This is an optimization exercise on Yosys and OpenROAD, whose aim is a short achievable clock period, not a production implementation. Where RTL was checked, it was by simulation tests only, not by an equivalence proof against the original. Function not checked in runs 1 to 3 and 5: the RTL went through the layout flow alone. No activity file was given, so power comes from the tool's default toggle rates.

`design.v`:
```
module ajq_bq (
    input  wire        clk,
    input  wire [15:0] we0,
    input  wire [7:0]  wd0,
    input  wire [15:0] we1,
    input  wire [7:0]  wd1,
    input  wire [15:0] rs0,
    output reg  [7:0]  rd0,
    input  wire [15:0] rs1,
    output reg  [7:0]  rd1
);
    reg [127:0] buf_q;
    integer k;
    always @(*) begin
        rd0 = 8'h00;
        rd1 = 8'h00;
        for (k = 0; k < 16; k = k + 1) begin
            rd0 = rd0 | (buf_q[k*8 +: 8] & {8{rs0[k]}});
            rd1 = rd1 | (buf_q[k*8 +: 8] & {8{rs1[k]}});
        end
    end
    genvar g;
    generate
        for (g = 0; g < 16; g = g + 1) begin : ent
            always @(posedge clk) begin
                if (we0[g])      buf_q[g*8 +: 8] <= wd0;
                else if (we1[g]) buf_q[g*8 +: 8] <= wd1;
            end
        end
    endgenerate
endmodule
module ajq_top #(
    parameter N_RX = 16,
    parameter N_TX = 16
) (
    input  wire        clk,
    input  wire        rst,
    input  wire        drx_req_valid,
    input  wire [39:0] drx_req,
    output wire        drx_req_ready,
    output reg         drx_rsp_valid,
    output wire [33:0] drx_rsp,
    input  wire        dtx_req_valid,
    input  wire [39:0] dtx_req,
    output wire        dtx_req_ready,
    output reg         dtx_rsp_valid,
    output wire [33:0] dtx_rsp,
    input  wire        m_req_valid,
    input  wire [39:0] m_req,
    output wire        m_req_ready,
    output reg         m_rsp_valid,
    output reg  [33:0] m_rsp,
    output wire        rxq_empty,
    output wire        rxq_full,
    output wire        txq_empty,
    output wire        txq_full,
    output wire        tx_irq_en,
    output wire [31:0] pkt
);
    reg [14:0] rt_q;         
    reg        rnf_q;        
    reg        rxe_q;        
    reg        rxf_q;        
    reg [15:0] rs_q;         
    reg [15:0] re_q;         
    reg [7:0]  rh_q;         
    reg [14:0] tt_q;
    reg        tnf_q;
    reg        txe_q;
    reg        txf_q;
    reg [15:0] ts_q;
    reg [15:0] te_q;
    reg        irq_q;        
    reg        nirq_q;       
    reg [4:0]  pos_q;        
    reg [7:0]  f0_q, f1_q, f2_q, f3_q;
    reg [7:0]  fx_q;         
    reg [31:0] pkt_q;
    reg        rdy_q;        
    reg        busy_q;       
    reg [3:0]  es_q;         
    reg [31:0] esh_q;        
    reg [1:0]  drx_rsp_q;    
    reg [1:0]  dtx_st_q;     
    reg [7:0]  dtx_d_q;
    assign drx_req_ready = 1'b1;
    assign dtx_req_ready = 1'b1;
    assign m_req_ready   = rdy_q;
    assign rxq_empty     = rxe_q;
    assign rxq_full      = rxf_q;
    assign txq_empty     = txe_q;
    assign txq_full      = txf_q;
    assign tx_irq_en     = irq_q;
    assign pkt           = pkt_q;
    assign drx_rsp       = {drx_rsp_q, 32'h0};
    assign dtx_rsp       = {dtx_st_q, 24'h0, dtx_d_q};
    wire [3:0] drx_op = drx_req[39:36];
    wire [7:0] drx_b  = drx_req[7:0];
    wire [3:0] dtx_op = dtx_req[39:36];
    wire [3:0] m_op   = m_req[39:36];
    wire       m_q    = m_req[35];
    wire [7:0] m_b    = m_req[7:0];
    wire m_acc_d  = m_req_valid && !busy_q;
    wire m_acc    = m_acc_d && !rst;
    wire enc_step = busy_q && !rst;
    wire op_nop   = (m_op == 4'h0);
    wire op_qinit = (m_op == 4'h1);
    wire op_qpush = (m_op == 4'h2);
    wire op_qpop  = (m_op == 4'h3);
    wire op_tinit = (m_op == 4'h4);
    wire op_recv  = (m_op == 4'h7);
    wire op_send  = (m_op == 4'h8);
    wire op_finit = (m_op == 4'h9);
    wire op_feed  = (m_op == 4'hA);
    wire op_poll  = (m_op == 4'hB);
    wire op_enc   = (m_op == 4'hC);
    wire op_fp    = (m_op[3:1] == 3'b101);    
    wire op_bad   = (m_op == 4'h5) || (m_op == 4'h6) || (m_op[3:2] == 2'b11 && m_op[1:0] != 2'b00);
    wire rx_a_d    = drx_req_valid && (drx_op == 4'h5);
    wire rx_a      = rx_a_d && !rst;
    wire rx_a_ok   = rx_a && rnf_q;
    wire rx_emp_a  = !rt_q[0] && !rx_a;               
    wire rx_full_a = !rnf_q || (rx_a && rt_q[14]);    
    wire rx_b_init = m_acc && (op_tinit || (op_qinit && !m_q));
    wire rx_b_push = m_acc && op_qpush && !m_q;
    wire rx_b_pop  = m_acc && ((op_qpop && !m_q) || op_recv || op_poll);
    wire rx_push_ok = rx_b_push && !rx_full_a;
    wire rx_pop_ok  = rx_b_pop && !rx_emp_a;
    wire rx_a_ok_d    = rx_a_d && rnf_q;
    wire rx_push_ok_d = m_acc_d && op_qpush && !m_q &&
                        rnf_q && !(rx_a_d && rt_q[14]);
    wire [7:0] rx_rd = rt_q[0] ? rh_q : drx_b;
    wire [7:0]  rx_rd1;      
    wire [7:0]  rx_unused;
    wire [15:0] re_rot = {re_q[14:0], re_q[15]};
    wire [15:0] rs_rot = {rs_q[14:0], rs_q[15]};
    wire [15:0] rx_we0 = rx_a_ok_d ? re_q : 16'h0;
    wire [15:0] rx_we1 = rx_push_ok_d ? (rx_a_ok_d ? re_rot : re_q) : 16'h0;
    ajq_bq u_rxq (
        .clk(clk),
        .we0(rx_we0), .wd0(drx_b),
        .we1(rx_we1), .wd1(m_b),
        .rs0(rs_rot), .rd0(rx_rd1),
        .rs1(16'h0),  .rd1(rx_unused)
    );
    always @(posedge clk) begin
        if (rst || rx_b_init) begin
            rt_q  <= 15'h0;
            rnf_q <= 1'b1;
            rxe_q <= 1'b1;
            rxf_q <= 1'b0;
            rs_q  <= 16'h1;
            re_q  <= 16'h1;
        end else begin
            if (rx_a_ok && rx_push_ok) begin
                rt_q  <= {rt_q[12:0], 2'b11};
                rnf_q <= !rt_q[13];
                rxe_q <= 1'b0;
                rxf_q <= rt_q[13];
            end else if (rx_a_ok ? !rx_pop_ok : rx_push_ok) begin
                rt_q  <= {rt_q[13:0], 1'b1};
                rnf_q <= !rt_q[14];
                rxe_q <= 1'b0;
                rxf_q <= rt_q[14];
            end else if (!rx_a_ok && rx_pop_ok) begin
                rt_q  <= {!rnf_q, rt_q[14:1]};
                rnf_q <= 1'b1;
                rxe_q <= !rt_q[1];
                rxf_q <= 1'b0;
            end
            if (rx_pop_ok)
                rs_q <= rs_rot;
            if (rx_a_ok && rx_push_ok)
                re_q <= {re_q[13:0], re_q[15:14]};
            else if (rx_a_ok || rx_push_ok)
                re_q <= re_rot;
        end
    end
    wire       rh_upd = !rt_q[0] || (m_acc_d && ((op_qpop && !m_q) || op_recv || op_poll));
    wire [7:0] rh_nv  = !rt_q[0] ? (rx_a_d ? drx_b : m_b) :
                        (rt_q[1] ? rx_rd1 : drx_b);
    always @(posedge clk) begin
        if (rst)
            rh_q <= 8'h00;
        else if (rh_upd)
            rh_q <= rh_nv;
    end
    wire tx_a_d    = dtx_req_valid && (dtx_op == 4'h6) && !nirq_q;
    wire tx_a      = tx_a_d && !rst;
    wire tx_a_ok   = tx_a && tt_q[0];
    wire tx_emp_a  = !tt_q[0] || (tx_a && !tt_q[1]);
    wire tx_full_a = !tnf_q && !tx_a;
    wire tx_b_init = m_acc && (op_tinit || (op_qinit && m_q));
    wire tx_b_send = (m_acc && (op_send || op_enc)) || enc_step;   
    wire tx_b_push = tx_b_send || (m_acc && op_qpush && m_q);
    wire tx_b_pop  = m_acc && op_qpop && m_q;
    wire tx_push_ok = tx_b_push && !tx_full_a;
    wire tx_pop_ok  = tx_b_pop && !tx_emp_a;
    wire tx_send_ok = tx_b_send && !tx_full_a;
    wire tx_push_ok_d = (busy_q || (m_acc_d && (op_send || op_enc || (op_qpush && m_q)))) &&
                        (tnf_q || tx_a_d);
    wire [7:0] tx_wd = busy_q   ? esh_q[7:0] :
                       m_op[2]  ? m_req[31:24] : m_b;
    wire [7:0]  tx_rd0, tx_rd1;
    wire [15:0] ts_rot = {ts_q[14:0], ts_q[15]};
    wire [7:0]  tx_rd_b = tx_a_d ? tx_rd1 : tx_rd0;    
    ajq_bq u_txq (
        .clk(clk),
        .we0(tx_push_ok_d ? te_q : 16'h0), .wd0(tx_wd),
        .we1(16'h0), .wd1(8'h00),
        .rs0(ts_q),   .rd0(tx_rd0),
        .rs1(ts_rot), .rd1(tx_rd1)
    );
    always @(posedge clk) begin
        if (rst || tx_b_init) begin
            tt_q  <= 15'h0;
            tnf_q <= 1'b1;
            txe_q <= 1'b1;
            txf_q <= 1'b0;
            ts_q  <= 16'h1;
            te_q  <= 16'h1;
        end else begin
            if (tx_a_ok && tx_pop_ok) begin
                tt_q  <= {1'b0, !tnf_q, tt_q[14:2]};
                tnf_q <= 1'b1;
                txe_q <= !tt_q[2];
                txf_q <= 1'b0;
            end else if (tx_push_ok && !tx_a_ok) begin
                tt_q  <= {tt_q[13:0], 1'b1};
                tnf_q <= !tt_q[14];
                txe_q <= 1'b0;
                txf_q <= tt_q[14];
            end else if (!tx_push_ok && (tx_a_ok || tx_pop_ok)) begin
                tt_q  <= {!tnf_q, tt_q[14:1]};
                tnf_q <= 1'b1;
                txe_q <= !tt_q[1];
                txf_q <= 1'b0;
            end
            if (tx_a_ok && tx_pop_ok)
                ts_q <= {ts_q[13:0], ts_q[15:14]};
            else if (tx_a_ok || tx_pop_ok)
                ts_q <= ts_rot;
            if (tx_push_ok)
                te_q <= {te_q[14:0], te_q[15]};
        end
    end
    always @(posedge clk) begin
        if (rst || (m_acc && op_tinit)) begin
            irq_q  <= 1'b0;
            nirq_q <= 1'b1;
        end else if (tx_send_ok) begin
            irq_q  <= 1'b1;
            nirq_q <= 1'b0;
        end else if (tx_a && !tt_q[0]) begin
            irq_q  <= 1'b0;
            nirq_q <= 1'b1;
        end
    end
    wire [7:0] feed_b  = m_op[0] ? rx_rd : m_b;
    wire       feed_go = m_acc && (op_feed || (op_poll && !rx_emp_a));
    wire       feed_go_d = m_acc_d && (op_feed || (op_poll && (rt_q[0] || rx_a_d)));
    wire       eq_m    = (m_b == fx_q);
    wire       eq_drx  = (drx_b == fx_q);
    wire       eq_head = (rh_q == fx_q);
    wire       match_u = pos_q[4] && (m_op[0] ? (rt_q[0] ? eq_head : (rx_a_d && eq_drx)) : eq_m);
    wire       match_d = m_acc_d && op_fp && match_u;
    always @(posedge clk) begin
        if (rst || (m_acc && op_finit))
            pos_q <= 5'b00001;
        else if (feed_go)
            pos_q <= pos_q[4] ? (match_u ? 5'b00001 : 5'b10000) : {pos_q[3:0], 1'b0};
    end
    always @(posedge clk) begin
        if (feed_go_d) begin
            if (pos_q[4]) begin
                f0_q  <= f1_q;
                f1_q  <= f2_q;
                f2_q  <= f3_q;
                f3_q  <= feed_b;
            end else begin
                if (pos_q[0]) f0_q <= feed_b;
                if (pos_q[1]) f1_q <= feed_b;
                if (pos_q[2]) f2_q <= feed_b;
                if (pos_q[3]) f3_q <= feed_b;
            end
        end
    end
    always @(posedge clk) begin
        if (rst)
            fx_q <= 8'h00;
        else if (feed_go_d)
            fx_q <= (pos_q[0] ? 8'h00 : fx_q) ^ (pos_q[4] ? f0_q : 8'h00) ^ feed_b;
    end
    always @(posedge clk) begin
        if (match_d)
            pkt_q <= {f0_q, f1_q, f2_q, f3_q};
    end
    wire [7:0] enc_c  = m_req[31:24];
    wire [7:0] enc_p1 = m_req[23:16];
    wire [7:0] enc_p2 = m_req[15:8];
    wire [7:0] enc_p3 = m_req[7:0];
    wire       enc_go = m_acc && op_enc && !tx_full_a;
    wire       enc_end = tx_full_a || es_q[3];
    always @(posedge clk) begin
        if (rst) begin
            rdy_q  <= 1'b1;
            busy_q <= 1'b0;
        end else if (busy_q) begin
            rdy_q  <= enc_end;
            busy_q <= !enc_end;
        end else begin
            rdy_q  <= !enc_go;
            busy_q <= enc_go;
        end
    end
    always @(posedge clk) begin
        if (busy_q) begin
            es_q  <= {es_q[2:0], 1'b0};
            esh_q <= {8'h00, esh_q[31:8]};
        end else begin
            es_q  <= 4'b0001;
            esh_q <= {enc_c ^ enc_p1 ^ enc_p2 ^ enc_p3, enc_p3, enc_p2, enc_p1};
        end
    end
    always @(posedge clk) begin
        if (rst) begin
            drx_rsp_valid <= 1'b0;
            dtx_rsp_valid <= 1'b0;
            m_rsp_valid   <= 1'b0;
        end else begin
            drx_rsp_valid <= drx_req_valid;
            dtx_rsp_valid <= dtx_req_valid;
            if (busy_q)
                m_rsp_valid <= enc_end;
            else
                m_rsp_valid <= m_req_valid && !(op_enc && !tx_full_a);
        end
    end
    always @(posedge clk) begin
        if (drx_op == 4'h0)      drx_rsp_q <= 2'b01;
        else if (drx_op == 4'h5) drx_rsp_q <= {1'b0, rnf_q};
        else                     drx_rsp_q <= 2'b10;
        if (dtx_op == 4'h0) begin
            dtx_st_q <= 2'b01;
            dtx_d_q  <= 8'h00;
        end else if (dtx_op == 4'h6 && !nirq_q) begin
            dtx_st_q <= {1'b0, tt_q[0]};
            dtx_d_q  <= tx_rd0;
        end else begin
            dtx_st_q <= 2'b10;
            dtx_d_q  <= 8'h00;
        end
    end
    always @(posedge clk) begin
        if (busy_q) begin
            m_rsp <= {1'b0, !tx_full_a, 32'h0};
        end else begin
            m_rsp[33] <= op_bad;
            m_rsp[32] <= op_nop || op_tinit || op_finit || op_qinit ||
                         (op_qpush && (m_q ? !tx_full_a : !rx_full_a)) ||
                         ((op_send || op_enc) && !tx_full_a) ||
                         (op_qpop && (m_q ? !tx_emp_a : !rx_emp_a)) ||
                         (op_recv && !rx_emp_a) ||
                         (op_fp && match_u);
            m_rsp[31:8] <= (op_fp && match_u) ? {f0_q, f1_q, f2_q} : 24'h0;
            m_rsp[7:0]  <= (op_qpop && m_q)         ? tx_rd_b :
                           (op_qpop || op_recv)     ? rx_rd :
                           (op_fp && match_u)       ? f3_q : 8'h00;
        end
    end
endmodule
```
`flow/run.sh`:
```
#!/bin/bash
set -euo pipefail
export BUFFER_PORTS_ARGS="-buffer_cell sky130_fd_sc_hd__buf_4"
bash standard.sh MATCH_CELL_FOOTPRINT=0 finish > flow_make.log 2>&1
```
`standard.sh`:
```
#!/bin/bash
# synth_recipe.tcl (not shown) runs the flow's synth.tcl, then flattens the netlist and writes it again
# the make line also repeats each setting of config.mk as NAME=value (left out here)
make -C /OpenROAD-flow-scripts/flow DESIGN_CONFIG=/design/flow/config.mk WORK_HOME=/design/flow/orfs CLKGATE_MAP_FILE= SYNTH_SCRIPT=/design/flow/synth_recipe.tcl "${@:-finish}"
```
`config.mk`:
```
export PLATFORM = sky130hd
export DESIGN_NAME = ajq_top
export DESIGN_NICKNAME = ajq_top
export VERILOG_FILES = /design/flow/design.v
export SDC_FILE = /design/flow/constraint.sdc
export NUM_CORES = 4
export LEC_CHECK = 0
export ABC_CLOCK_PERIOD_IN_PS = 700
export CAP_MARGIN = 20
export CORE_MARGIN = 2
export CORE_UTILIZATION = 40
export SETUP_SLACK_MARGIN = 2.2
export SLEW_MARGIN = 20
export TNS_END_PERCENT = 100
```
`constraint.sdc`:
```
create_clock -name core_clock -period 4.0 [get_ports {clk}]
set_input_delay 0.8000 -clock core_clock [delete_from_list [all_inputs] [get_ports {clk}]]
set_output_delay 0.8000 -clock core_clock [all_outputs]
set_load 0.01 [all_outputs]
```
==> results of run 1 <==
routing by layer:
layer	vias to the layer above	track usage, %
met5	-	0
met4	0	9.53
met3	222	3.72
met2	901	38.9
met1	9152	31.0
li1	7945	-
through the flow:
stage	cell area, um2	hold WS, ns
2_1_floorplan	25100	0.412
3_3_place_gp	25900	0.420
3_5_place_dp	25900	0.417
4_1_cts	30100	0.358
5_1_grt	31400	0.369
6_report	31400	0.379
cells in the mapped netlist, types with 32 or more instances:
| master | n | area [um2] |
|---|---|---|
| sky130_fd_sc_hd__dfxtp_1 | 210 | 4200 |
| sky130_fd_sc_hd__a221oi_1 | 83 | 727 |
| sky130_fd_sc_hd__nand4_1 | 33 | 206 |
| sky130_fd_sc_hd__clkbuf_1 | 112 | 420 |
| sky130_fd_sc_hd__and2_1 | 50 | 313 |
| sky130_fd_sc_hd__a21oi_1 | 101 | 505 |
| sky130_fd_sc_hd__mux2_2 | 160 | 1800 |
| sky130_fd_sc_hd__a22o_1 | 97 | 850 |
| sky130_fd_sc_hd__nor2_1 | 97 | 364 |
| sky130_fd_sc_hd__xor2_1 | 32 | 280 |
| sky130_fd_sc_hd__nand2_1 | 185 | 694 |
| sky130_fd_sc_hd__a22oi_1 | 38 | 285 |
| sky130_fd_sc_hd__o21ai_0 | 61 | 305 |
| sky130_fd_sc_hd__buf_4 | 64 | 480 |
| sky130_fd_sc_hd__edfxtp_1 | 320 | 9610 |
cells by family (layout without fill, tap and decap cells):
family / Yosys count / count (layout)
mux: 189 / 189
buf+inv: 249 / 432
compound gates: 513 / 521
xor+xnor: 57 / 57
simple gates: 463 / 464
other cells: 2 / 59
flops: 530 / 530
worst max path at each step:
stage                           start                          to  slack, ns  cells after the start
after detailed placement    m_req[38]  u_txq.buf_q[110]$_DFFE_PP_       0.67                      6
after floorplan            drx_req[1]          pkt_q[0]$_DFFE_PP_       1.31                      7
after global routing      drx_req[37]       rs_q[14]$_SDFFE_PP0P_       1.73                     12
after CTS                   m_req[38]   u_rxq.buf_q[82]$_DFFE_PP_       1.87                      7
after global placement      m_req[38]  u_txq.buf_q[110]$_DFFE_PP_       0.71                      6
final                     drx_req[37]       rs_q[14]$_SDFFE_PP0P_       1.79                     12
cell type report:
cell class / count / area [um2]
diodes: 1 / 2.50
repair buffers: 306 / 3340
flip-flops and latches: 530 / 14000
inverters: 22 / 82.6
clock buffers: 80 / 1660
fillers: 4752 / 27400
clock inverters: 24 / 279
multi-input cells: 1289 / 11100
well taps: 773 / 967
state kept, by name, indices dropped and copies added, names as in the netlist, 8 cells and up:
signal and cells:
rh_q 8, ts_q 16, rs_q 16, fx_q 8, re_q 16, u_txq.buf_q 128, m_rsp 34, pkt_q 32
te_q 16, tt_q 15, u_rxq.buf_q 128, rt_q 15, f1_q 8, f2_q 8, f0_q 8, dtx_d_q 8
f3_q 8, esh_q 32
where the power goes:
group	switching (uW)	internal (uW)	total, uW	leakage, uW
Clock	2260	3170	5430	0.000948
Combinational	465	355	820	0.00574
Sequential	55.7	5860	5910	0.00463
Total	2780	9380	12200	0.0113
critical path: cells and delay by family:
| kind | cells | cell delay, ns |
|---|---|---|
| AO/OA/AOI/OAI | 1 | 0.19 |
| buffers and inverters | 6 | 0.77 |
| AND/OR/NAND/NOR | 5 | 0.98 |
what timing repair did:
action	CTS	global route
cloned	13	5
gates resized for setup	383	223
buffers inserted	89	40
setup endpoints to repair	806	704
pin swaps	79	110
==> impl_metrics.py, run 1 <==
metrics = {
    "synthesis": {
        "synth_compound_area_share_pct": 16.0,
        "synth.avg_cell_area_um2": 11.8,
        "muxShareOfSynthArea_pct": 8.82,
        "number_of_synthesized_flops_with_an_enable_pin": 320,
        "synthesis.instances": 2003,
        "ys_seq_elements": 530,
        "synthXorXnorAreaFrac_pct": 2.11,
        "ys_seq_area_share_pct": 58.2,
        "post_synth_num_cell_types": 68,
        "yosysWarnings": 2,
        "synthArstFlopShare_pct": 0,
        "synth-adder-area-share_pct": 0,
        "synthSimpleGateAreaFrac_pct": 9.64,
        "synthFlopType": "sky130_fd_sc_hd__edfxtp_1",
        "synth_top_family_by_area": "compound AO/OA/AOI/OAI gates",
        "synthesis.area_mm2": 0.0237,
    },
    "setup_path": {
        "critical_path.reg2reg.startpoint": "tnf_q$_SDFFE_PP1P_",
        "regToRegSetupSlack_ns": 1.81,
        "critical_path_required_ns": 4.54,
        "worst_setup_path_end_kind": "flip-flop",
        "cp_common_cell": "sky130_fd_sc_hd__buf_6",
        "crit_chain": "buf_8 -> or3b_4 -> buf_6 -> buf_6 -> nor3_4 -> buf_4 -> buf_6 -> nor2_4 -> nor2_4 -> buf_6 -> nand2_1 -> a21oi_2",
        "worst_r2r_path_depth": 4,
        "worst-setup-path-type": "in -> reg",
        "worst_path_largest_cell_delay_ns": 0.45,
        "crit_fanout": 5,
        "critPathLaunchType": "input pin",
        "worst_path_max_delay_cell": "sky130_fd_sc_hd__or3b_4",
        "r2r_end": "u_txq.buf_q[82]$_DFFE_PP_",
        "wp_data_arrival_ns": 2.75,
    },
    "global_routing": {
        "global_route.overflow_total": 0,
        "grt_pass1_wl_um": 109000,
        "track_usage_pct": 23.6,
        "antenna_found_initial": 2,
        "grt_max_degree": 50,
        "first_global_vias": 17400,
    },
    "timing": {
        "final.setup.worst_slack_ns": 1.79,
        "final_period_minus_worst_setup_slack_ns": 2.21,
        "maxSlewViolCount": 0,
        "setup_repair_after_global_routing_missed_its_margin": "true",
        "finalSetupViolCount": 0,
        "fin_crit_sh_pct": 55.3,
        "timing_hold_violations_final": 0,
        "max_freq_ghz": 0.452,
        "maximum_clock_skew_at_final_layout_ns": 0.0277,
        "relSlewSlack_pct": 37.9,
        "tightest_slew_ns": 0.919,
        "summed_negative_setup_slack_over_all_endpoints_ns": 0,
    },
    "drt": {
        "wirelength_met1_um": 30200,
        "detail_route.drc_violations": 0,
        "final_antenna_net_count": 0,
        "dr_wl_met2_um": 36800,
        "routed_wire_length_per_instance_um": 25.3,
        "detailedRoute.firstPassIterationCount": 5,
        "drt_iter0_drc": 1685,
        "route.met3.wl_um": 5730,
        "routed_wl_um": 76400,
        "via_per_inst": 6.02,
        "topRoutingLayerUsed": "met4",
        "vias": 18200,
    },
    "run": {
        "drv_cap": 0,
    },
    "cts": {
        "root_buffer": "sky130_fd_sc_hd__clkbuf_16",
        "cts-root-to-sink-buffers": 3,
        "h-tree-depth": 2,
        "clk_transition_reported_paths_ns": 0.06,
        "cts.hold.buffers_added": 0,
        "cts_tree": "done",
        "cts_sinks": 530,
        "numCtsBuffers": 56,
        "clock_insertion_delay_worst_skew_ns": 0.63,
    },
    "die": {
        "placementRows": 89,
        "core_area_mm2": 0.0588,
        "die_height_um": 247,
        "start_util_pct": 40.3,
        "design.die.area_mm2": 0.0612,
        "fp.dieW_um": 247,
        "boundaryPins": 270,
    },
    "finish": {
        "syn_to_final_growth_pct": 32.2,
        "fin_util_pct": 53.3,
        "layout_common_cells": "sky130_fd_sc_hd__edfxtp_1, sky130_fd_sc_hd__buf_6, sky130_fd_sc_hd__mux2_2",
        "drive_above_1_share_pct": 43.5,
        "most_common_cell_after_layout_fill_and_taps_aside": "sky130_fd_sc_hd__edfxtp_1",
        "finalNonFillerCells": 3025,
        "final_nets": 2330,
    },
    "hold_path": {
        "timing.hold.worst_path_depth": 2,
        "hold_path_class": "in -> reg",
        "hold_startpoint": "dtx_req[39]",
        "worst_hold_path_ep": "dtx_st_q[0]$_SDFF_PP1_",
    },
    "place": {
        "dpl_worst_slack_ns": 0.668,
        "dp_hpwl_um": 45700,
        "dpl.cell_count": 2773,
        "buffer_ports.inserted": 144,
        "globalplace.congestion": 0.904,
    },
    "power": {
        "cellPowerDensity_mw_per_mm2": 388,
        "power.leakage_uw": 0.0113,
        "design_power_total_uw": 12200,
        "vdd_drop_max_v": 0.000366,
    },
    "status": {
        "outcome": "no timing/DRC/antenna violations",
    },
}
==> inputs of run 2 (changes only) <==
--- a/design.v
+++ b/design.v
@@ -292,7 +292,9 @@
             fx_q <= (pos_q[0] ? 8'h00 : fx_q) ^ (pos_q[4] ? f0_q : 8'h00) ^ feed_b;
     end
     always @(posedge clk) begin
-        if (match_d)
+        if (rst)
+            pkt_q <= 32'h0;
+        else if (match_d)
             pkt_q <= {f0_q, f1_q, f2_q, f3_q};
     end
     wire [7:0] enc_c  = m_req[31:24];
--- a/config.mk
+++ b/config.mk
@@ -5,10 +5,10 @@
 export SDC_FILE = /design/flow/constraint.sdc
 export NUM_CORES = 4
 export LEC_CHECK = 0
-export ABC_CLOCK_PERIOD_IN_PS = 700
+export ABC_CLOCK_PERIOD_IN_PS = 1500
 export CAP_MARGIN = 20
 export CORE_MARGIN = 2
 export CORE_UTILIZATION = 40
-export SETUP_SLACK_MARGIN = 2.2
+export SETUP_SLACK_MARGIN = 2.4
 export SLEW_MARGIN = 20
 export TNS_END_PERCENT = 100
==> run 2 against run 1 <==
Effect of this change:
- critical path depth down 3
- synthesized cell count is 1.8% higher
- setup slack improved by 0.0022 ns
- non-clock buffer count is 61 higher
- fmax about the same
==> impl_metrics.py, run 2 <==
metrics = {
    "setup_path": {
        "worst_r2r_path_depth": 8,
        "wp_data_arrival_ns": 2.68,
        "worst-setup-path-type": "in -> reg",
        "worst_path_largest_cell_delay_ns": 0.29,
        "crit_chain": "buf_4 -> xor2_1 -> nor4_4 -> a31oi_4 -> nor4b_4 -> buf_6 -> clkbuf_16 -> mux2i_1 -> nor2_1",
        "crit_fanout": 20,
        "worst_setup_path_end_kind": "flip-flop",
        "critPathLaunchType": "input pin",
        "critical_path_required_ns": 4.47,
        "worst_path_max_delay_cell": "sky130_fd_sc_hd__nor4_4",
    },
    "place": {
        "globalplace.congestion": 0.871,
        "dp_hpwl_um": 47200,
        "buffer_ports.inserted": 144,
        "dpl.cell_count": 2812,
        "dpl_worst_slack_ns": 0.789,
    },
    "timing": {
        "maximum_clock_skew_at_final_layout_ns": 0.0294,
        "fin_crit_sh_pct": 55.2,
        "timing_hold_violations_final": 0,
        "summed_negative_setup_slack_over_all_endpoints_ns": 0,
        "timing.hold.ws_ns": 0.403,
        "final_period_minus_worst_setup_slack_ns": 2.21,
        "max_freq_ghz": 0.453,
        "maxSlewViolCount": 0,
        "relSlewSlack_pct": 53.3,
        "finalSetupViolCount": 0,
        "tightest_slew_ns": 0.701,
        "setup_repair_after_global_routing_missed_its_margin": "true",
        "final.setup.worst_slack_ns": 1.79,
    },
    "die": {
        "core_area_mm2": 0.0589,
        "design.die.area_mm2": 0.0614,
        "fp.dieW_um": 248,
        "die_height_um": 248,
        "boundaryPins": 270,
        "placementRows": 89,
        "start_util_pct": 40.3,
    },
    "synthesis": {
        "synthArstFlopShare_pct": 0,
        "post-synth-top-count-cell": "sky130_fd_sc_hd__edfxtp_1",
        "synth.avg_cell_area_um2": 11.6,
        "post_synth_num_cell_types": 73,
        "netlist_top_cells_area": "sky130_fd_sc_hd__edfxtp_1, sky130_fd_sc_hd__dfxtp_1, sky130_fd_sc_hd__mux2_2",
        "ys_top_cells_by_count": "sky130_fd_sc_hd__edfxtp_1, sky130_fd_sc_hd__dfxtp_1, sky130_fd_sc_hd__nand2_1, sky130_fd_sc_hd__mux2_2, sky130_fd_sc_hd__nor2_1",
        "synthFlopType": "sky130_fd_sc_hd__edfxtp_1",
        "yosysWarnings": 2,
        "yosysTopAreaCell": "sky130_fd_sc_hd__edfxtp_1",
        "synth_largest_type_area_fraction_pct": 36.4,
        "ys_seq_area_share_pct": 56.8,
        "number_of_synthesized_flops_with_an_enable_pin": 288,
        "synthesis.instances": 2040,
        "synthesis.area_mm2": 0.0238,
        "ys_seq_elements": 530,
    },
    "drt": {
        "routed_wire_length_per_instance_um": 25.9,
        "detailedRoute.firstPassIterationCount": 5,
        "final_antenna_net_count": 0,
        "via_per_inst": 6.01,
        "routed_wl_um": 80800,
        "vias": 18800,
        "detail_route.drc_violations": 0,
        "drt_iter0_drc": 2046,
    },
    "power": {
        "comb_power_share_pct": 7.6,
        "power_share_of_the_clock_group_pct": 44.2,
        "cellPowerDensity_mw_per_mm2": 380,
        "int_pwr_uw": 9360,
        "design_power_total_uw": 12200,
        "power.leakage_uw": 0.0115,
        "power.share.switching_pct": 23.2,
        "power.net_switching_uw": 2820,
        "pwr-share-seq_pct": 48.2,
        "vdd_drop_max_v": 0.000387,
    },
    "cts": {
        "clock_insertion_delay_worst_skew_ns": 0.64,
        "cts_sinks": 530,
        "numCtsBuffers": 57,
        "cts_tree": "done",
        "cts-root-to-sink-buffers": 3,
        "h-tree-depth": 2,
        "clk_transition_reported_paths_ns": 0.06,
        "root_buffer": "sky130_fd_sc_hd__clkbuf_16",
    },
    "finish": {
        "drive_above_1_share_pct": 43.9,
        "antenna-diode-count": 0,
        "fillCellCount": 4792,
        "layout_common_cells": "sky130_fd_sc_hd__edfxtp_1, sky130_fd_sc_hd__buf_4, sky130_fd_sc_hd__buf_6",
        "largest_registers_in_the_final_layout": "u_rxq.buf_q: 128 flops, u_txq.buf_q: 128 flops, m_rsp: 34 flops",
        "syn_to_final_growth_pct": 35.1,
        "final_nets": 2427,
        "most_common_cell_after_layout_fill_and_taps_aside": "sky130_fd_sc_hd__edfxtp_1",
        "finalNonFillerCells": 3124,
    },
    "hold_path": {
        "hold_path_class": "in -> reg",
        "timing.hold.worst_path_depth": 3,
    },
    "run": {
        "drv_cap": 0,
    },
    "global_routing": {
        "first_global_vias": 18000,
        "track_usage_pct": 24.9,
        "grt_pass1_wl_um": 115000,
        "global_route.overflow_total": 0,
        "antenna_found_initial": 1,
        "grt_max_degree": 63,
    },
    "status": {
        "outcome": "no timing/DRC/antenna violations",
    },
}
[run 2: area by class of cell]
class	instances	area [um2]	area share, %
clock buffer	87	1700	5.31
tap	773	967	3.01
clock inverter	21	228	0.710
timing repair buffer	367	4000	12.5
sequential	530	13700	42.7
inverter	20	75.1	0.234
multi-input combinational	1326	11400	35.6
[run 2: timing repair]
action,in CTS,in global routing
pin swaps,73,104
setup buffers,124,48
gates resized for setup,468,177
endpoints found under the setup margin,858,823
hold buffers,0,0
gates cloned,25,7
[run 2: power groups by stage]
stage	sequential, uW	clock [uW]	combinational [uW]
2_1_floorplan	5960	0	504
3_3_place_gp	5980	0	655
3_5_place_dp	5980	0	669
4_1_cts	5870	5430	822
5_1_grt	5870	5660	981
6_report	5870	5390	927
[run 2: kinds of logic after synthesis]
logic type	after synthesis	synth area share, %
AOI/OAI and AO/OA	476	15.1
xor gates and xnor gates	57	2.10
buffers and inverters	249	5.11
DFF	530	56.8
muxes	240	11.0
other	2	0.0316
and+or+nand+nor	486	9.90
[run 2: layer usage]
layer	GRT usage, %	share of wire [%]
met5	0	0.0099
met4	10.7	4.4
met3	3.21	8.4
met2	40.4	47
met1	33.5	40
[run 2: critical path: cells and delay by family]
kind,cells,cell delay [ns]
and+or+nand+nor,3,0.62
buffers and inverters,3,0.67
xor gates and xnor gates,1,0.17
muxes,1,0.22
AOI/OAI and AO/OA,1,0.18
[run 2: path summary, 6_finish.rpt]
check	startpoint	end	slack [ns]
setup / recovery	drx_req[3]	pkt_q[18]$_SDFFE_PP0P_	1.79
hold / removal	drx_req[37]	drx_rsp_q[1]$_SDFF_PN0_	0.40
setup reg to reg	fx_q[3]$_SDFFE_PP0P_	pkt_q[18]$_SDFFE_PP0P_	1.82
hold reg to reg	es_q[0]$_DFF_P_	es_q[1]$_SDFF_PN0_	0.44
[run 2: per-stage QoR]
step	area (um2)	util, %
floorplan	24900	-
global placement	25800	43.7
detailed placement	25800	43.7
CTS	30800	52.4
global route	32100	54.5
finish	32100	54.5
==> inputs of run 3 (changes only) <==
--- a/design.v
+++ b/design.v
@@ -292,9 +292,7 @@
             fx_q <= (pos_q[0] ? 8'h00 : fx_q) ^ (pos_q[4] ? f0_q : 8'h00) ^ feed_b;
     end
     always @(posedge clk) begin
-        if (rst)
-            pkt_q <= 32'h0;
-        else if (match_d)
+        if (match_d)
             pkt_q <= {f0_q, f1_q, f2_q, f3_q};
     end
     wire [7:0] enc_c  = m_req[31:24];
==> flow/run.sh (replaced) <==
#!/bin/bash
set -euo pipefail
export BUFFER_PORTS_ARGS="-buffer_cell sky130_fd_sc_hd__buf_4"
export POST_GLOBAL_ROUTE_TCL="$PWD/flow/extra_repair.tcl"
export EXTRA_REPAIR_MARGINS="1.8 2.1 2.4"
bash standard.sh MATCH_CELL_FOOTPRINT=0 finish > flow_make.log 2>&1
==> flow/extra_repair.tcl (new file) <==
# Extra setup repair on global-route parasitics, aiming at a period well
# below the 4 ns target in steps; each pass is legalised and rerouted.
foreach m $::env(EXTRA_REPAIR_MARGINS) {
  estimate_parasitics -global_routing
  log_cmd repair_timing -setup -setup_margin $m -repair_tns 100 -verbose
  global_route -start_incremental
  detailed_placement
  global_route -end_incremental
}
estimate_parasitics -global_routing
report_worst_slack -max
write_guides $::env(RESULTS_DIR)/route.guide
--- a/config.mk
+++ b/config.mk
@@ -9,6 +9,6 @@
 export CAP_MARGIN = 20
 export CORE_MARGIN = 2
 export CORE_UTILIZATION = 40
-export SETUP_SLACK_MARGIN = 2.4
+export SETUP_SLACK_MARGIN = 2.2
 export SLEW_MARGIN = 20
 export TNS_END_PERCENT = 100
==> run 3 against run 2 <==
Effect of this change:
- sequential power is 0.7% higher
- critical path depth shrank 2
- count of clock-buffer cells in the layout fell by 7
- sequential share of layout area grew 1.1 points
- synthesized cell count decreased by 1.8%
- cell count is 2.5% lower
- global-route usage is 1.4 points lower
- clock skew down 0.0097 ns
- combinational power shrank 8.2%
- core utilization decreased by 0.20 points
- critical endpoint is now u_rxq.buf_q[66]$_DFFE_PP_
==> impl_metrics.py, run 3 <==
metrics = {
    "status": {
        "outcome": "no timing/DRC/antenna violations",
    },
    "timing": {
        "max_freq_ghz": 0.466,
        "final_period_minus_worst_setup_slack_ns": 2.14,
        "summed_negative_setup_slack_over_all_endpoints_ns": 0,
        "finalSetupViolCount": 0,
        "maxSlewViolCount": 0,
        "relSlewSlack_pct": 55.9,
        "maximum_clock_skew_at_final_layout_ns": 0.0197,
        "tightest_slew_ns": 0.661,
        "timing_hold_violations_final": 0,
        "fin_crit_sh_pct": 53.6,
    },
    "synthesis": {
        "netlist_top_cells_area": "sky130_fd_sc_hd__edfxtp_1, sky130_fd_sc_hd__dfxtp_1, sky130_fd_sc_hd__mux2_2",
        "synthArstFlopShare_pct": 0,
        "post-synth-top-count-cell": "sky130_fd_sc_hd__edfxtp_1",
        "synthesis.area_mm2": 0.0237,
        "ys_top_cells_by_count": "sky130_fd_sc_hd__edfxtp_1, sky130_fd_sc_hd__dfxtp_1, sky130_fd_sc_hd__nand2_1, sky130_fd_sc_hd__mux2_2, sky130_fd_sc_hd__clkbuf_1",
        "synth.avg_cell_area_um2": 11.8,
        "ys_seq_elements": 530,
        "yosysWarnings": 2,
        "synthesis.instances": 2003,
        "ys_seq_area_share_pct": 58.2,
        "synthFlopType": "sky130_fd_sc_hd__edfxtp_1",
        "synth_largest_type_area_fraction_pct": 40.5,
        "yosysTopAreaCell": "sky130_fd_sc_hd__edfxtp_1",
        "post_synth_num_cell_types": 68,
        "number_of_synthesized_flops_with_an_enable_pin": 320,
    },
    "die": {
        "boundaryPins": 270,
        "design.die.area_mm2": 0.0612,
        "die_height_um": 247,
        "fp.dieW_um": 247,
        "placementRows": 89,
        "start_util_pct": 40.3,
        "core_area_mm2": 0.0588,
    },
    "setup_path": {
        "worst_path_largest_cell_delay_ns": 0.40,
        "worst-path-buf-inv": 2,
        "worst-setup-path-type": "in -> reg",
        "regToRegSetupSlack_ns": 1.88,
        "worst_setup_path_end_kind": "flip-flop",
        "critical_path.reg2reg.startpoint": "busy_q$_SDFF_PP0_",
        "wp_data_arrival_ns": 2.47,
        "cp_common_cell": "sky130_fd_sc_hd__or3_4",
        "worst_r2r_path_depth": 7,
        "worst_path_max_delay_cell": "sky130_fd_sc_hd__or3_4",
        "crit_fanout": 8,
        "r2r_end": "txe_q$_SDFFE_PP1P_",
        "critical_path_required_ns": 4.32,
        "crit_chain": "buf_16 -> or3_4 -> or3_4 -> nor2_4 -> and3_4 -> clkbuf_16 -> a22o_4",
        "critPathLaunchType": "input pin",
        "critical_path.top_delay_family": "simple AND/OR/NAND/NOR gates",
    },
    "drt": {
        "detailedRoute.firstPassIterationCount": 6,
        "vias": 18400,
        "via_per_inst": 6.05,
        "detail_route.drc_violations": 0,
        "routed_wl_um": 77800,
        "drt_iter0_drc": 1819,
        "routed_wire_length_per_instance_um": 25.6,
        "final_antenna_net_count": 0,
    },
    "finish": {
        "fillCellCount": 4649,
        "drive_above_1_share_pct": 45.2,
        "largest_registers_in_the_final_layout": "u_rxq.buf_q: 128 flops, u_txq.buf_q: 128 flops, m_rsp: 34 flops",
        "most_common_cell_after_layout_fill_and_taps_aside": "sky130_fd_sc_hd__edfxtp_1",
        "final_nets": 2350,
        "layout_common_cells": "sky130_fd_sc_hd__edfxtp_1, sky130_fd_sc_hd__buf_6, sky130_fd_sc_hd__mux2_2",
        "fin_util_pct": 54.3,
        "syn_to_final_growth_pct": 34.5,
    },
    "place": {
        "dp_hpwl_um": 45700,
        "globalplace.congestion": 0.904,
        "buffer_ports.inserted": 144,
    },
    "run": {
        "drv_cap": 0,
    },
    "cts": {
        "root_buffer": "sky130_fd_sc_hd__clkbuf_16",
        "cts_setup_buffers": 89,
        "h-tree-depth": 2,
        "cts.repair.resized": 383,
        "cts_tree": "done",
        "clk_transition_reported_paths_ns": 0.06,
        "clock_insertion_delay_worst_skew_ns": 0.63,
        "cts-root-to-sink-buffers": 3,
        "numCtsBuffers": 56,
        "cts.hold.buffers_added": 0,
        "cts_sinks": 530,
    },
    "hold_path": {
        "hold_path_class": "in -> reg",
        "worst_hold_path_ep": "dtx_st_q[0]$_SDFF_PP1_",
        "hold_startpoint": "dtx_req[36]",
        "timing.hold.worst_path_depth": 2,
    },
    "global_routing": {
        "track_usage_pct": 23.6,
        "grt_max_degree": 50,
        "antenna_found_initial": 2,
        "grt_pass1_wl_um": 109000,
        "global_route.overflow_total": 0,
        "first_global_vias": 17400,
    },
    "power": {
        "power.leakage_uw": 0.0117,
        "vdd_drop_max_v": 0.000364,
        "cellPowerDensity_mw_per_mm2": 383,
    },
}
## run 3: cell families (layout without fill, tap and decap cells)
group	count (synthesis)	after routing	synth area share, %
and+or+nand+nor	463	464	9.64
other	2	59	0.0317
buffers and inverters	249	452	5.14
AOI/OAI and AO/OA	513	521	16.0
xor gates and xnor gates	57	57	2.11
DFF	530	530	58.2
muxes	189	189	8.82
## run 3: area by class of cell
| type | count | area [um2] | share of cell area [%] |
|---|---|---|---|
| Antenna cell | 1 | 2.50 | 0.00784 |
| Clock buffer | 80 | 1660 | 5.20 |
| Clock inverter | 24 | 279 | 0.875 |
| Inverter | 22 | 82.6 | 0.259 |
| Multi-Input combinational cell | 1289 | 11300 | 35.5 |
| Sequential cell | 530 | 14000 | 43.8 |
| Tap cell | 773 | 967 | 3.03 |
| Timing Repair Buffer | 326 | 3610 | 11.3 |
## run 3: worst max-delay path by stage
stage                           from                    endpoint  slack (ns)  cells past startpoint
after floorplan           drx_req[1]          pkt_q[0]$_DFFE_PP_        1.31                      7
after global placement     m_req[38]  u_txq.buf_q[110]$_DFFE_PP_        0.71                      6
after CTS                  m_req[38]   u_rxq.buf_q[82]$_DFFE_PP_        1.87                      7
final                      m_req[38]   u_rxq.buf_q[66]$_DFFE_PP_        1.86                      7
after detailed placement   m_req[38]  u_txq.buf_q[110]$_DFFE_PP_        0.67                      6
## run 3: where the power goes
group	internal, uW	switching, uW
sequential	5860	56.6
clock	3170	2270
combinational	371	480
total	9400	2810
## run 3: per-stage QoR
| stage | worst slack (ns) | hold WS, ns | cells | total power (uW) | instance area (um2) |
|---|---|---|---|---|---|
| 4_1_cts | 1.87 | 0.358 | 2979 | 12200 | 30100 |
| 3_3_place_gp | 0.713 | 0.420 | 2773 | 6660 | 25900 |
| 3_5_place_dp | 0.668 | 0.417 | 2773 | 6680 | 25900 |
| 6_report | 1.86 | 0.376 | 3045 | 12200 | 31900 |
| 2_1_floorplan | 1.31 | 0.412 | 2059 | 6520 | 25100 |
## run 3: per-layer routing
layer / vias up / share of wire [%] / track usage (%)
met5: - / 0 / 0
li1: 7973 / - / -
met3: 220 / 8.0 / 3.72
met2: 963 / 48 / 38.9
met4: 0 / 4.9 / 9.53
met1: 9280 / 39 / 31.0
==> inputs of run 4 (changes only) <==
--- a/design.v
+++ b/design.v
@@ -176,14 +176,11 @@
                 re_q <= re_rot;
         end
     end
-    wire       rh_upd = !rt_q[0] || (m_acc_d && ((op_qpop && !m_q) || op_recv || op_poll));
-    wire [7:0] rh_nv  = !rt_q[0] ? (rx_a_d ? drx_b : m_b) :
-                        (rt_q[1] ? rx_rd1 : drx_b);
-    always @(posedge clk) begin
-        if (rst)
-            rh_q <= 8'h00;
-        else if (rh_upd)
-            rh_q <= rh_nv;
+    always @(posedge clk) begin
+        if (!rt_q[0])
+            rh_q <= rx_a_d ? drx_b : m_b;
+        else if (m_acc_d && ((op_qpop && !m_q) || op_recv || op_poll))
+            rh_q <= rt_q[1] ? rx_rd1 : drx_b;
     end
     wire tx_a_d    = dtx_req_valid && (dtx_op == 4'h6) && !nirq_q;
     wire tx_a      = tx_a_d && !rst;
@@ -277,21 +274,17 @@
                 f1_q  <= f2_q;
                 f2_q  <= f3_q;
                 f3_q  <= feed_b;
+                fx_q  <= fx_q ^ f0_q ^ feed_b;
             end else begin
                 if (pos_q[0]) f0_q <= feed_b;
                 if (pos_q[1]) f1_q <= feed_b;
                 if (pos_q[2]) f2_q <= feed_b;
                 if (pos_q[3]) f3_q <= feed_b;
+                fx_q  <= (pos_q[0] ? 8'h00 : fx_q) ^ feed_b;
             end
         end
     end
     always @(posedge clk) begin
-        if (rst)
-            fx_q <= 8'h00;
-        else if (feed_go_d)
-            fx_q <= (pos_q[0] ? 8'h00 : fx_q) ^ (pos_q[4] ? f0_q : 8'h00) ^ feed_b;
-    end
-    always @(posedge clk) begin
         if (match_d)
             pkt_q <= {f0_q, f1_q, f2_q, f3_q};
     end
==> run 4 against run 3 <==
Effect of this change:
- still clean on timing, DRC and antenna
- global-route usage decreased by 0.77 points
- synthesized cell count down 1.1%
- core utilization increased by 1.1 points
- flip-flop and latch count is the same
- total power is 2.1% lower
- cell count increased by 0.99%
- routed wire length grew 0.39%
- sequential power hardly changed
- fmax is 5.7% lower
- via count decreased by 1.6%
- critical path type is now reg -> reg
==> impl_metrics.py, run 4 <==
metrics = {
    "cts": {
        "root_buffer": "sky130_fd_sc_hd__clkbuf_16",
        "numCtsBuffers": 56,
        "cts-root-to-sink-buffers": 3,
        "cts_sinks": 530,
        "cts.repair.resized": 316,
        "cts.hold.buffers_added": 0,
        "clock_insertion_delay_worst_skew_ns": 0.62,
        "clk_transition_reported_paths_ns": 0.07,
        "cts_tree": "done",
        "h-tree-depth": 2,
        "cts_setup_buffers": 58,
    },
    "setup_path": {
        "worst_r2r_path_depth": 9,
        "regToRegSetupSlack_ns": 1.73,
        "critPathLaunchType": "flip-flop",
        "setup.worst_path.start": "busy_q$_SDFF_PP0_",
        "r2r_end": "tt_q[14]$_SDFFE_PP0P_",
        "worst_setup_path_end_kind": "flip-flop",
        "worst-setup-path-type": "reg -> reg",
        "crit_fanout": 7,
        "critical_path.reg2reg.startpoint": "busy_q$_SDFF_PP0_",
        "wp_data_arrival_ns": 2.74,
        "critical_path_required_ns": 4.47,
        "cp-endpoint": "tt_q[14]$_SDFFE_PP0P_",
    },
    "timing": {
        "summed_negative_setup_slack_over_all_endpoints_ns": 0,
        "relSlewSlack_pct": 57.2,
        "final.setup.worst_slack_ns": 1.73,
        "tightest_slew_ns": 0.624,
        "fin_crit_sh_pct": 56.8,
        "maxSlewViolCount": 0,
        "timing_hold_violations_final": 0,
        "max_freq_ghz": 0.440,
        "timing.hold.ws_ns": 0.372,
        "maximum_clock_skew_at_final_layout_ns": 0.0199,
        "final_period_minus_worst_setup_slack_ns": 2.27,
        "finalSetupViolCount": 0,
    },
    "synthesis": {
        "yosysWarnings": 2,
        "post-synth-top-count-cell": "sky130_fd_sc_hd__edfxtp_1",
        "ys_top_cells_by_count": "sky130_fd_sc_hd__edfxtp_1, sky130_fd_sc_hd__dfxtp_1, sky130_fd_sc_hd__nand2_1, sky130_fd_sc_hd__mux2_2, sky130_fd_sc_hd__nor2_1",
        "synthFlopType": "sky130_fd_sc_hd__edfxtp_1",
        "ys_seq_elements": 530,
        "netlist_top_cells_area": "sky130_fd_sc_hd__edfxtp_1, sky130_fd_sc_hd__dfxtp_1, sky130_fd_sc_hd__mux2_2",
        "post_synth_num_cell_types": 67,
        "number_of_synthesized_flops_with_an_enable_pin": 336,
        "synthesis.instances": 1981,
        "synthArstFlopShare_pct": 0,
        "ys_seq_area_share_pct": 58.9,
        "synthesis.area_mm2": 0.0237,
        "yosysTopAreaCell": "sky130_fd_sc_hd__edfxtp_1",
        "synth_largest_type_area_fraction_pct": 42.5,
        "synth.avg_cell_area_um2": 12.0,
    },
    "place": {
        "dp_hpwl_um": 43800,
        "globalplace.congestion": 0.879,
        "dpl_worst_slack_ns": 0.581,
        "buffer_ports.inserted": 144,
    },
    "run": {
        "drv_cap": 0,
    },
    "die": {
        "core_area_mm2": 0.0588,
        "design.die.area_mm2": 0.0613,
        "start_util_pct": 40.4,
        "boundaryPins": 270,
        "placementRows": 89,
        "die_height_um": 248,
        "fp.dieW_um": 248,
    },
    "finish": {
        "largest_registers_in_the_final_layout": "u_rxq.buf_q: 128 flops, u_txq.buf_q: 128 flops, m_rsp: 34 flops",
        "antenna-diode-count": 0,
        "most_common_cell_after_layout_fill_and_taps_aside": "sky130_fd_sc_hd__edfxtp_1",
        "fillCellCount": 4598,
        "layout_common_cells": "sky130_fd_sc_hd__edfxtp_1, sky130_fd_sc_hd__buf_4, sky130_fd_sc_hd__buf_6",
        "final_nets": 2379,
        "syn_to_final_growth_pct": 37.0,
        "drive_above_1_share_pct": 46.1,
        "multi_input_comb_area_mm2": 0.0112,
        "ff_latch_area_mm2": 0.0141,
    },
    "drt": {
        "drt_iter0_drc": 1697,
        "detailedRoute.firstPassIterationCount": 5,
        "vias": 18100,
        "final_antenna_net_count": 0,
        "routed_wire_length_per_instance_um": 25.4,
        "via_per_inst": 5.90,
        "routed_wl_um": 78100,
        "detail_route.drc_violations": 0,
    },
    "hold_path": {
        "hold_path_class": "in -> reg",
    },
    "power": {
        "cellPowerDensity_mw_per_mm2": 367,
        "power.leakage_uw": 0.0115,
        "vdd_drop_max_v": 0.000412,
    },
    "global_routing": {
        "global_route.overflow_total": 0,
        "antenna_found_initial": 0,
        "first_global_vias": 16700,
        "grt_pass1_wl_um": 105000,
        "track_usage_pct": 22.8,
        "grt_max_degree": 33,
    },
    "status": {
        "outcome": "no timing/DRC/antenna violations",
    },
}
## run 4: power by group
| part | leakage, uW | switching, uW | internal, uW | total (uW) |
|---|---|---|---|---|
| Combinational | 0.00592 | 460 | 379 | 839 |
| Clock | 0.000881 | 2230 | 2950 | 5180 |
| Sequential | 0.00465 | 54.7 | 5870 | 5930 |
| Total | 0.0115 | 2750 | 9200 | 11900 |
## run 4: stage by stage
step                util (%)  cells  cell area, um2  power, uW
CTS                     49.3   2932           29000      11800
finish                  55.3   3075           32500      11900
floorplan                  -   2037           24400       6460
global placement        43.2   2752           25400       6610
detailed placement      43.2   2752           25400       6620
## run 4: logic make-up (layout without fill, tap and decap cells)
family | Yosys count | in the layout | synth area share, %
multiplexers | 207 | 207 | 9.53
buffers and inverters | 245 | 498 | 5.14
AND/OR/NAND/NOR | 448 | 453 | 8.97
other | 2 | 58 | 0.0316
XOR/XNOR | 64 | 64 | 2.36
AO/OA/AOI/OAI | 485 | 492 | 15.1
flip-flops | 530 | 530 | 58.9
## run 4: per-layer routing
layer / global-route usage (%) / share of wire, % / vias up
li1: - / - / 7923
met2: 38.1 / 48 / 897
met4: 7.96 / 4.7 / 0
met5: 0 / 0 / -
met3: 3.47 / 7.7 / 221
met1: 30.1 / 40 / 9092
## run 4: layout make-up
type	instances	area share (%)
inverter	17	0.208
tap	773	2.97
timing repair buffer	375	13.2
sequential	530	43.5
multi-input combinational	1274	34.6
clock buffer	78	4.84
clock inverter	28	0.723
## run 4: how the worst min path moves through the flow
stage	slack, ns	startpoint	depth (start not counted)	to
CTS	0.37	dtx_req[39]	2	dtx_st_q[0]$_SDFF_PP1_
global placement	0.41	es_q[1]$_SDFF_PN0_	1	es_q[2]$_SDFF_PN0_
floorplan	0.41	es_q[0]$_DFF_P_	1	es_q[1]$_SDFF_PN0_
detailed placement	0.42	es_q[0]$_DFF_P_	1	es_q[1]$_SDFF_PN0_
finish	0.37	drx_req[37]	2	drx_rsp_q[0]$_SDFF_PN1_
## run 4: critical path: stages (launching register included)
cell	delay [ns]
sky130_fd_sc_hd__dfxtp_4	0.39
sky130_fd_sc_hd__nor3b_4	0.25
sky130_fd_sc_hd__nor4b_4	0.33
sky130_fd_sc_hd__buf_4	0.19
sky130_fd_sc_hd__o21ai_4	0.09
sky130_fd_sc_hd__buf_6	0.14
sky130_fd_sc_hd__buf_6	0.11
sky130_fd_sc_hd__nand2_8	0.11
sky130_fd_sc_hd__nor2_2	0.07
sky130_fd_sc_hd__nor4_1	0.44
==> inputs of run 5 (changes only) <==
--- a/design.v
+++ b/design.v
@@ -1,8 +1,8 @@
 module ajq_bq (
     input  wire        clk,
-    input  wire [15:0] we0,
+    input  wire [15:0] we,
+    input  wire [15:0] wsel,
     input  wire [7:0]  wd0,
-    input  wire [15:0] we1,
     input  wire [7:0]  wd1,
     input  wire [15:0] rs0,
     output reg  [7:0]  rd0,
@@ -23,8 +23,8 @@
     generate
         for (g = 0; g < 16; g = g + 1) begin : ent
             always @(posedge clk) begin
-                if (we0[g])      buf_q[g*8 +: 8] <= wd0;
-                else if (we1[g]) buf_q[g*8 +: 8] <= wd1;
+                if (we[g])
+                    buf_q[g*8 +: 8] <= wsel[g] ? wd0 : wd1;
             end
         end
     endgenerate
@@ -126,20 +126,19 @@
     wire rx_b_pop  = m_acc && ((op_qpop && !m_q) || op_recv || op_poll);
     wire rx_push_ok = rx_b_push && !rx_full_a;
     wire rx_pop_ok  = rx_b_pop && !rx_emp_a;
-    wire rx_a_ok_d    = rx_a_d && rnf_q;
-    wire rx_push_ok_d = m_acc_d && op_qpush && !m_q &&
-                        rnf_q && !(rx_a_d && rt_q[14]);
+    wire rx_b_push_d = m_acc_d && op_qpush && !m_q;
     wire [7:0] rx_rd = rt_q[0] ? rh_q : drx_b;
     wire [7:0]  rx_rd1;      
     wire [7:0]  rx_unused;
     wire [15:0] re_rot = {re_q[14:0], re_q[15]};
     wire [15:0] rs_rot = {rs_q[14:0], rs_q[15]};
-    wire [15:0] rx_we0 = rx_a_ok_d ? re_q : 16'h0;
-    wire [15:0] rx_we1 = rx_push_ok_d ? (rx_a_ok_d ? re_rot : re_q) : 16'h0;
+    wire [7:0]  rx_wd_a = rx_a_d ? drx_b : m_b;
+    wire [15:0] rx_we   = ({16{rx_a_d || rx_b_push_d}} & re_q & {16{rnf_q}}) |
+                          ({16{rx_a_d && rx_b_push_d}} & re_rot & {16{!rt_q[14]}});
     ajq_bq u_rxq (
         .clk(clk),
-        .we0(rx_we0), .wd0(drx_b),
-        .we1(rx_we1), .wd1(m_b),
+        .we(rx_we), .wsel(re_q),
+        .wd0(rx_wd_a), .wd1(m_b),
         .rs0(rs_rot), .rd0(rx_rd1),
         .rs1(16'h0),  .rd1(rx_unused)
     );
@@ -176,11 +175,14 @@
                 re_q <= re_rot;
         end
     end
+    wire       rh_upd = !rt_q[0] || (m_acc_d && ((op_qpop && !m_q) || op_recv || op_poll));
+    wire [7:0] rh_nv  = !rt_q[0] ? (rx_a_d ? drx_b : m_b) :
+                        (rt_q[1] ? rx_rd1 : drx_b);
     always @(posedge clk) begin
-        if (!rt_q[0])
-            rh_q <= rx_a_d ? drx_b : m_b;
-        else if (m_acc_d && ((op_qpop && !m_q) || op_recv || op_poll))
-            rh_q <= rt_q[1] ? rx_rd1 : drx_b;
+        if (rst)
+            rh_q <= 8'h00;
+        else if (rh_upd)
+            rh_q <= rh_nv;
     end
     wire tx_a_d    = dtx_req_valid && (dtx_op == 4'h6) && !nirq_q;
     wire tx_a      = tx_a_d && !rst;
@@ -203,8 +205,8 @@
     wire [7:0]  tx_rd_b = tx_a_d ? tx_rd1 : tx_rd0;    
     ajq_bq u_txq (
         .clk(clk),
-        .we0(tx_push_ok_d ? te_q : 16'h0), .wd0(tx_wd),
-        .we1(16'h0), .wd1(8'h00),
+        .we(tx_push_ok_d ? te_q : 16'h0), .wsel(16'hffff),
+        .wd0(tx_wd), .wd1(8'h00),
         .rs0(ts_q),   .rd0(tx_rd0),
         .rs1(ts_rot), .rd1(tx_rd1)
     );
@@ -274,17 +276,21 @@
                 f1_q  <= f2_q;
                 f2_q  <= f3_q;
                 f3_q  <= feed_b;
-                fx_q  <= fx_q ^ f0_q ^ feed_b;
             end else begin
                 if (pos_q[0]) f0_q <= feed_b;
                 if (pos_q[1]) f1_q <= feed_b;
                 if (pos_q[2]) f2_q <= feed_b;
                 if (pos_q[3]) f3_q <= feed_b;
-                fx_q  <= (pos_q[0] ? 8'h00 : fx_q) ^ feed_b;
             end
         end
     end
     always @(posedge clk) begin
+        if (rst)
+            fx_q <= 8'h00;
+        else if (feed_go_d)
+            fx_q <= (pos_q[0] ? 8'h00 : fx_q) ^ (pos_q[4] ? f0_q : 8'h00) ^ feed_b;
+    end
+    always @(posedge clk) begin
         if (match_d)
             pkt_q <= {f0_q, f1_q, f2_q, f3_q};
     end
==> flow/run.sh (replaced) <==
#!/bin/bash
set -euo pipefail
export BUFFER_PORTS_ARGS="-buffer_cell sky130_fd_sc_hd__buf_4"
bash standard.sh MATCH_CELL_FOOTPRINT=0 finish > flow_make.log 2>&1
removed: flow/extra_repair.tcl
==> run 5 against run 4 <==
Effect of this change:
- still clean
- area after synthesis shrank 0.61%
- setup slack gained 0.045 ns
- flip-flop and latch count is the same
- critical path depth grew 1
- largest power group unchanged
==> impl_metrics.py, run 5 <==
metrics = {
    "status": {
        "outcome": "no timing/DRC/antenna violations",
    },
    "synthesis": {
        "number_of_synthesized_flops_with_an_enable_pin": 320,
        "synth_largest_type_area_fraction_pct": 40.7,
        "ys_top_cells_by_count": "sky130_fd_sc_hd__edfxtp_1, sky130_fd_sc_hd__nor2_1, sky130_fd_sc_hd__a21oi_1, sky130_fd_sc_hd__dfxtp_1, sky130_fd_sc_hd__nand2_1",
        "synthFlopType": "sky130_fd_sc_hd__edfxtp_1",
        "ys_seq_elements": 530,
        "yosysWarnings": 2,
        "synthesis.area_mm2": 0.0236,
        "yosysTopAreaCell": "sky130_fd_sc_hd__edfxtp_1",
        "synthesis.instances": 2181,
        "synthArstFlopShare_pct": 0,
        "post-synth-top-count-cell": "sky130_fd_sc_hd__edfxtp_1",
        "post_synth_num_cell_types": 73,
        "netlist_top_cells_area": "sky130_fd_sc_hd__edfxtp_1, sky130_fd_sc_hd__dfxtp_1, sky130_fd_sc_hd__a21oi_1",
        "ys_seq_area_share_pct": 58.5,
        "synth.avg_cell_area_um2": 10.8,
    },
    "setup_path": {
        "worst-setup-path-type": "in -> reg",
        "critPathLaunchType": "input pin",
        "critical_path_required_ns": 4.53,
        "worst_setup_path_end_kind": "flip-flop",
        "worst_path_max_delay_cell": "sky130_fd_sc_hd__or3b_4",
        "worst_path_largest_cell_delay_ns": 0.42,
        "regToRegSetupSlack_ns": 1.79,
        "wp_data_arrival_ns": 2.76,
        "worst_r2r_path_depth": 7,
        "crit_fanout": 6,
        "r2r_end": "pkt_q[9]$_DFFE_PP_",
        "critical_path.top_delay_family": "simple AND/OR/NAND/NOR gates",
        "worst-path-buf-inv": 5,
        "critical_path.reg2reg.startpoint": "rh_q[5]$_SDFFE_PP0P_",
        "crit_chain": "buf_12 -> buf_6 -> buf_6 -> or3b_4 -> nor3_4 -> buf_6 -> and3_4 -> clkbuf_16 -> nand2_1 -> a311oi_2",
        "cp_common_cell": "sky130_fd_sc_hd__buf_6",
    },
    "timing": {
        "finalSetupViolCount": 0,
        "maximum_clock_skew_at_final_layout_ns": 0.0366,
        "timing_hold_violations_final": 0,
        "max_freq_ghz": 0.449,
        "tightest_slew_ns": 1.15,
        "final_period_minus_worst_setup_slack_ns": 2.23,
        "setup_repair_after_global_routing_missed_its_margin": "true",
        "relSlewSlack_pct": 23.3,
        "timing.hold.ws_ns": 0.353,
        "summed_negative_setup_slack_over_all_endpoints_ns": 0,
        "fin_crit_sh_pct": 55.7,
        "maxSlewViolCount": 0,
    },
    "drt": {
        "detail_route.drc_violations": 0,
        "via_per_inst": 5.96,
        "vias": 19100,
        "drt_iter0_drc": 2365,
        "route.met3.wl_um": 7620,
        "topRoutingLayerUsed": "met4",
        "dr_wl_met2_um": 37000,
        "routed_wl_um": 80100,
        "detailedRoute.firstPassIterationCount": 5,
        "wirelength_met1_um": 32900,
        "routed_wire_length_per_instance_um": 25.0,
        "final_antenna_net_count": 0,
    },
    "hold_path": {
        "hold_startpoint": "drx_req[39]",
        "worst_hold_path_ep": "drx_rsp_q[0]$_SDFF_PN1_",
        "timing.hold.worst_path_depth": 2,
        "hold_path_class": "in -> reg",
    },
    "die": {
        "core_area_mm2": 0.0587,
        "start_util_pct": 40.2,
        "die_height_um": 247,
        "design.die.area_mm2": 0.0609,
        "boundaryPins": 270,
        "fp.dieW_um": 247,
        "placementRows": 89,
    },
    "global_routing": {
        "first_global_vias": 18000,
        "track_usage_pct": 24.9,
        "global_route.overflow_total": 0,
        "antenna_found_initial": 1,
        "grt_pass1_wl_um": 114000,
        "grt_max_degree": 54,
    },
    "finish": {
        "final_nets": 2512,
        "fillCellCount": 4910,
        "layout_common_cells": "sky130_fd_sc_hd__edfxtp_1, sky130_fd_sc_hd__nor2_1, sky130_fd_sc_hd__buf_4",
        "largest_registers_in_the_final_layout": "u_rxq.buf_q: 128 flops, u_txq.buf_q: 128 flops, m_rsp: 34 flops",
        "most_common_cell_after_layout_fill_and_taps_aside": "sky130_fd_sc_hd__edfxtp_1",
        "syn_to_final_growth_pct": 33.8,
        "drive_above_1_share_pct": 38.6,
    },
    "cts": {
        "h-tree-depth": 2,
        "cts-root-to-sink-buffers": 3,
        "clock_insertion_delay_worst_skew_ns": 0.64,
        "cts.hold.buffers_added": 0,
        "cts_tree": "done",
        "clk_transition_reported_paths_ns": 0.06,
        "numCtsBuffers": 58,
        "cts_sinks": 530,
        "root_buffer": "sky130_fd_sc_hd__clkbuf_16",
    },
    "power": {
        "pwr-share-seq_pct": 47.6,
        "comb_power_share_pct": 7.4,
        "vdd_drop_max_v": 0.000372,
        "power.leakage_uw": 0.0114,
        "power_share_of_the_clock_group_pct": 45.1,
        "cellPowerDensity_mw_per_mm2": 395,
        "int_pwr_uw": 9610,
        "power.share.switching_pct": 23.0,
        "power.net_switching_uw": 2880,
    },
    "place": {
        "buffer_ports.inserted": 144,
        "dp_hpwl_um": 47000,
        "globalplace.congestion": 0.893,
    },
    "run": {
        "drv_cap": 0,
    },
}
## run 5: power by group through the flow
| stage | clock network [uW] | logic [uW] | registers (uW) |
|---|---|---|---|
| after CTS | 5690 | 837 | 5940 |
| after floorplan | 0 | 544 | 6010 |
| after global routing | 5910 | 983 | 5950 |
| final | 5620 | 918 | 5940 |
| after global placement | 0 | 681 | 6050 |
| after detailed placement | 0 | 698 | 6050 |
## run 5: final cells by class
class | instances | area (um2) | area share (%)
clock inverters | 17 | 170 | 0.539
well taps | 773 | 967 | 3.06
multi-input cells | 1443 | 10800 | 34.2
repair buffers | 338 | 3730 | 11.8
diodes | 1 | 2.50 | 0.00793
flip-flops and latches | 530 | 14000 | 44.2
inverters | 16 | 62.6 | 0.198
clock buffers | 92 | 1880 | 5.95
## run 5: cells by family after synthesis
kind of cell	share of synthesized area, %
buffers and inverters	5.55
other	0.0318
XOR/XNOR	2.08
AND/OR/NAND/NOR	12.0
multiplexers	3.08
flip-flops	58.5
AO/OA/AOI/OAI	18.7
## run 5: layer usage
metal  global-route usage [%]  vias to the layer above
met5                        0                        -
li1                         -                     8430
met4                     8.95                        0
met3                     5.23                      168
met2                     38.9                     1084
met1                     34.2                     9440
## run 5: worst reg2reg max path: stages, from the launching register on
cell                      delay [ns]
sky130_fd_sc_hd__dfxtp_2        0.39
sky130_fd_sc_hd__xnor2_2        0.13
sky130_fd_sc_hd__nand3_1        0.10
sky130_fd_sc_hd__or4_4          0.56
sky130_fd_sc_hd__a31oi_4        0.26
sky130_fd_sc_hd__buf_12         0.14
sky130_fd_sc_hd__and2_4         0.18
sky130_fd_sc_hd__buf_12         0.14
## run 5: what timing repair did
action / in CTS / in global routing
pin swaps: 77 / 105
gates cloned: 19 / 8
setup endpoints to repair: 832 / 645
buffers inserted: 102 / 43
hold endpoints to repair: 0 / 0
gates resized for setup: 346 / 184
## run 5: per-stage QoR
step	util, %	worst slack, ns	instance area, um2	total power, uW	std cells
3_3_place_gp	43.8	0.796	25700	6730	2928
4_1_cts	51.6	1.83	30300	12500	3158
3_5_place_dp	43.8	0.785	25700	6750	2928
6_report	53.8	1.77	31600	12500	3210
2_1_floorplan	-	1.38	24900	6560	2237
5_1_grt	53.8	1.76	31600	12800	3210
## run 5: worst max-delay path by stage
| stage | from | to | slack (ns) | cells after the start |
|---|---|---|---|---|
| floorplan | m_req[38] | re_q[15]$_SDFFE_PP0P_ | 1.38 | 10 |
| global placement | m_req[36] | u_rxq.buf_q[17]$_DFFE_PP_ | 0.80 | 6 |
| detailed placement | m_req[36] | u_rxq.buf_q[17]$_DFFE_PP_ | 0.78 | 6 |
| CTS | fx_q[0]$_SDFFE_PP0P_ | pkt_q[19]$_DFFE_PP_ | 1.83 | 6 |
| global route | rh_q[5]$_SDFFE_PP0P_ | pkt_q[9]$_DFFE_PP_ | 1.76 | 7 |
| finish | m_req[39] | ts_q[9]$_SDFFE_PP0P_ | 1.77 | 10 |

-- port drivers added, routing unchanged --
The flow's constraints put no driver on any port. The routed layouts listed below were extracted and timed again, unchanged, in two steps.
Step 1, drivers: a clkbuf_16 drives clk and a buf_2 each remaining input, both assumed.
Step 2 moves the port delays by t, midway between the first and last clock arrival at a register: inputs arrive t later, outputs are due t later. That takes back most of the time a late clock gives input paths.
a / b / c = no drivers / after step 1 / after step 2; a / b = the first two.
run | t, ns | setup slack, ns | worst data-port slew with drivers (ns) | cell pins on the clock port's net
run 1 | 0.683 | 1.789 / 1.767 / 1.084 | 0.27 | 1
run 2 | 0.684 | 1.791 / 1.778 / 1.094 | 0.14 | 1
run 3 | 0.684 | 1.856 / 1.803 / 1.118 | 0.28 | 1
run 4 | 0.677 | 1.727 / 1.727 / 1.067 | 0.26 | 1
run 5 | 0.678 | 1.772 / 1.711 / 1.032 | 0.24 | 1
After both steps every run listed still meets setup and hold. The setup slack of run 5, which loses most, moves by -0.061 ns with the drivers and by -0.740 ns with both steps.
